From an optimization exercise on the open Yosys and OpenROAD flow, aimed at a short achievable clock period and few clock cycles; shortcuts taken in it are not production practice.
Only simulation tests tie the RTL to the original design; equivalence was not proved.
Power figures rest on the tool's default switching activity, not on a simulated workload.

## exp/fjord
// a362m
module a362m (
    input  wire        clk,
    input  wire        rst_n,
    input  wire        cmd_valid,
    input  wire [39:0] cmd_word,
    output reg         cmd_ready,
    output reg         done_valid,
    output reg  [2:0]  done_status,
    output reg  [15:0] rd,
    output reg  [15:0] fx,
    output reg  [15:0] fy,
    output reg  [15:0] fz,
    output reg  [15:0] ft,
    output reg  [63:0] burst_buf,
    output reg  [3:0]  bufn,
    output reg  [7:0]  want,
    output reg  [7:0]  echo,
    output reg  [2:0]  status,
    output reg  [3:0]  err,
    output reg         busy,
    output reg         cs_open,
    output reg         tx_valid,
    output reg  [7:0]  tx_byte,
    input  wire        rx_valid,
    input  wire [7:0]  rx_byte,
    input  wire        bus_fail
);
==> flow/config.mk <==
export PLATFORM = sky130hd
export DESIGN_NAME = a362m
export DESIGN_NICKNAME = a362m
export VERILOG_FILES = /design/flow/design.v
export SDC_FILE = /design/flow/constraint.sdc
export NUM_CORES = 4
export LEC_CHECK = 0
export CAP_MARGIN = 20
export CORE_MARGIN = 2
export CORE_UTILIZATION = 40
export PLACE_DENSITY = 0.6
export SETUP_SLACK_MARGIN = 4.8
export SLEW_MARGIN = 20
export SYNTH_HIERARCHICAL = 1
==> flow/constraint.sdc <==
create_clock -name core_clock -period 7.0 [get_ports {clk}]
set_input_delay 1.4000 -clock core_clock [delete_from_list [all_inputs] [get_ports {clk}]]
set_output_delay 1.4000 -clock core_clock [all_outputs]
set_load 0.01 [all_outputs]
standard.sh (not shown) runs the stock make flow with config.mk's settings and CLKGATE_MAP_FILE= SYNTH_SCRIPT=/design/flow/synth_recipe.tcl, a recipe that flattens the netlist after the stock synthesis.
==> flow/flow/run.sh <==
#!/bin/bash
# Own flow: the standard layout (standard synthesis unchanged), with the
# port buffers made from plain buffers (buf_4) instead of the delay cells
# buffer_ports picks by default, and cell resizing not held to footprints.
set -euo pipefail
bash standard.sh \
  "BUFFER_PORTS_ARGS=-buffer_cell sky130_fd_sc_hd__buf_4" \
  MATCH_CELL_FOOTPRINT=0 \
  finish > flow_make.log 2>&1
Testbench counts of exp/fjord, summed over its fixed seeds: cycles 102,253.
#### Input delta (exp/raven over exp/fjord)
Settings: SETUP_SLACK_MARGIN now 4.65, was 4.8.
### Flow results
Share of synthesized cell area in full adder, half adder and majority cells came out exactly the same in exp/fjord and exp/raven. Compared exp/fjord against exp/raven; highest clock rate within noise. As far as worst hold slack is concerned, exp/fjord and exp/raven perform about the same. exp/raven vs exp/fjord on starting DRC count in detailed routing: exp/raven is the lower one. The sequential share of power reported for exp/raven is greater than that of exp/fjord by 1.3 points. From exp/fjord to exp/raven the numbers moved as follows: final wirelength went down by about 7%; design area has decreased; part of the power in combinational logic shows a reduction of 1.3 points; cell count has decreased.
### exp/raven -> exp/xenon
Settings: SETUP_SLACK_MARGIN: 4.65 -> 4.5; CORE_UTILIZATION: 40 -> 30.
Results
Re design area: exp/xenon and exp/raven aren't equal, and the higher value belongs to exp/raven.
Compared with exp/raven, average detailed-routed wire length per instance in exp/xenon decreased by a few percent.
In the flow results for exp/xenon and exp/raven, the transition time at the pin with the least slew margin is smaller on exp/xenon.
> inputs changed (exp/xenon -> exp/harbor)
Settings: swapping 30 for 40 in CORE_UTILIZATION.
Findings:
- exp/harbor: done, clean on timing, DRC and antenna
- exp/harbor has sequential fraction of total cell area above what exp/xenon had.
- Changes observed in exp/harbor relative to exp/xenon: via count of the first global-routing pass fell 73; clock skew held steady.
- [compare] base=exp/xenon new=exp/harbor: worst hold margin saw a decrease; power after layout saw a decrease.
- Delta (exp/harbor minus exp/xenon): internal cell power down 2.3%; peak supply drop down about 9%.

---

rev 12:
a362m again, from the RTL that the note above started with.
==> flow/design.v (excerpt) <==
module a362m (
    input  wire        clk,
    input  wire        rst_n,
    input  wire        cmd_valid,
    input  wire [39:0] cmd_word,
    output reg         cmd_ready,
    output reg         done_valid,
    output reg  [2:0]  done_status,
    output reg  [15:0] rd,
    output reg  [15:0] fx,
    output reg  [15:0] fy,
    output reg  [15:0] fz,
    output reg  [15:0] ft,
    output reg  [63:0] burst_buf,
    output reg  [3:0]  bufn,
    output reg  [7:0]  want,
    output reg  [7:0]  echo,
    output reg  [2:0]  status,
    output reg  [3:0]  err,
    output reg         busy,
    output reg         cs_open,
    output reg         tx_valid,
    output reg  [7:0]  tx_byte,
    input  wire        rx_valid,
    input  wire [7:0]  rx_byte,
    input  wire        bus_fail
);
clock: 7.0 ns
lec_check: 0
cap_margin: 20
core_margin: 2
core_utilization: 40
place_density: 0.75
setup_slack_margin: 4.5
slew_margin: 20
synth_hierarchical: 1
Scripts as last shown in full above: flow/flow/run.sh
Rev 12 completed every stage of the flow, and the final layout passed the timing, design-rule and antenna checks.
Testbench counts of rev 12, summed over its fixed seeds: cycles 102,253.
> inputs changed (rev 12 -> rev 13)
Settings: a change of SETUP_SLACK_MARGIN from 4.5 to 4.7; a change of PLACE_DENSITY from 0.75 to 0.6.
Results
- Standard cell with the maximum stage delay on the critical path = sky130_fd_sc_hd__dfxtp_4: rev 12; standard cell with the maximum stage delay on the critical path = sky130_fd_sc_hd__dfxtp_2: rev 13
- After synthesis and placement, the instance count of rev 13 is above that of rev 12.
- Comparing rev 13 and rev 12, the higher met2 track utilization from global routing is on rev 13.
- Half-perimeter wire length of the detailed placement result (lower): rev 12
- Layout overhead on the synthesized area: rev 13 higher than rev 12
- In the reports for rev 13 and rev 12, the smaller worst IR drop on VDD belongs to rev 12.

---

a362m, a different RTL version from the one above (not shown whole).
Size: ~1800 cells after synthesis, about 18000 um2 of cells after synthesis.
==> flow/config.mk <==
export PLATFORM = sky130hd
export DESIGN_NAME = a362m
export DESIGN_NICKNAME = a362m
export VERILOG_FILES = /design/flow/design.v
export SDC_FILE = /design/flow/constraint.sdc
export NUM_CORES = 4
export LEC_CHECK = 0
export CAP_MARGIN = 20
export CORE_MARGIN = 2
export CORE_UTILIZATION = 40
export PLACE_DENSITY = 0.6
export SETUP_SLACK_MARGIN = 4.5
export SLEW_MARGIN = 20
export SYNTH_HIERARCHICAL = 1
==> flow/constraint.sdc <==
create_clock -name core_clock -period 7.0 [get_ports {clk}]
set_input_delay 1.4000 -clock core_clock [delete_from_list [all_inputs] [get_ports {clk}]]
set_output_delay 1.4000 -clock core_clock [all_outputs]
set_load 0.01 [all_outputs]
Scripts as last shown in full above: flow/flow/run.sh
Testbench counts at the start, summed over its fixed seeds: cycles 102,253.
Next try:
==> flow/run.sh (new file) <==
#!/bin/bash
# synth_recipe.tcl (not shown) runs the flow's synth.tcl, then flattens the netlist and writes it again
# the make line also repeats each setting of config.mk as NAME=value (left out here)
make -C /OpenROAD-flow-scripts/flow DESIGN_CONFIG=/design/flow/config.mk WORK_HOME=/design/flow/orfs CLKGATE_MAP_FILE= SYNTH_SCRIPT=/design/flow/synth_recipe.tcl finish
removed: flow/flow/run.sh
removed: flow/standard.sh
=> The new run produced a clean layout; utilization grows by 1.1 points; global-route usage came out higher by 0.63 points; count of clock-buffer cells in the layout falls by 1; final area went up by 2.1%; wire length grows by 3.9%; total power went up by 2.6%; synthesized area stays the same.

afterwards: timing with drivers on the ports:
Ports are ideal in the flow. The routed layouts listed here were re-timed in OpenROAD.
Step 1: set_driving_cell puts a clkbuf_16 on clk and a buf_2 on each other input, an assumption about the parent block.
Step 2 times the ports against the registers' clock, not the clock port: input delays grow and output delays shrink by t, the midpoint of the rising clock arrivals with the driver on.
a / b / c = ideal / step 1 / step 2; a / b = the first two.
run | t (ns) | setup slack, ns | worst setup path after step 2 | worst slew at a driven data input, ns
exp/fjord | 0.599 | 4.559 / 4.504 / 3.937 | input to register | 0.25
exp/raven | 0.601 | 4.552 / 4.499 / 4.017 | input to register | 0.21
exp/xenon | 0.617 | 4.494 / 4.439 / 3.977 | input to register | 0.06
exp/harbor | 0.592 | 4.516 / 4.463 / 3.991 | input to register | 0.04
rev 12 | 0.597 | 4.517 / 4.461 / 3.933 | input to register | 0.05
rev 13 | 0.625 | 4.529 / 4.473 / 4.026 | input to register | 0.23
the first run of note 3 | 0.619 | 4.508 / 4.455 / 3.921 | input to register | 0.06
the second run of note 3 | 0.633 | 4.519 / 4.465 / 3.924 | input to register | 0.04
After both steps setup and hold are still met in every run listed. The setup slack of exp/fjord, which loses most, moves by -0.055 ns with the drivers and by -0.622 ns with both steps.
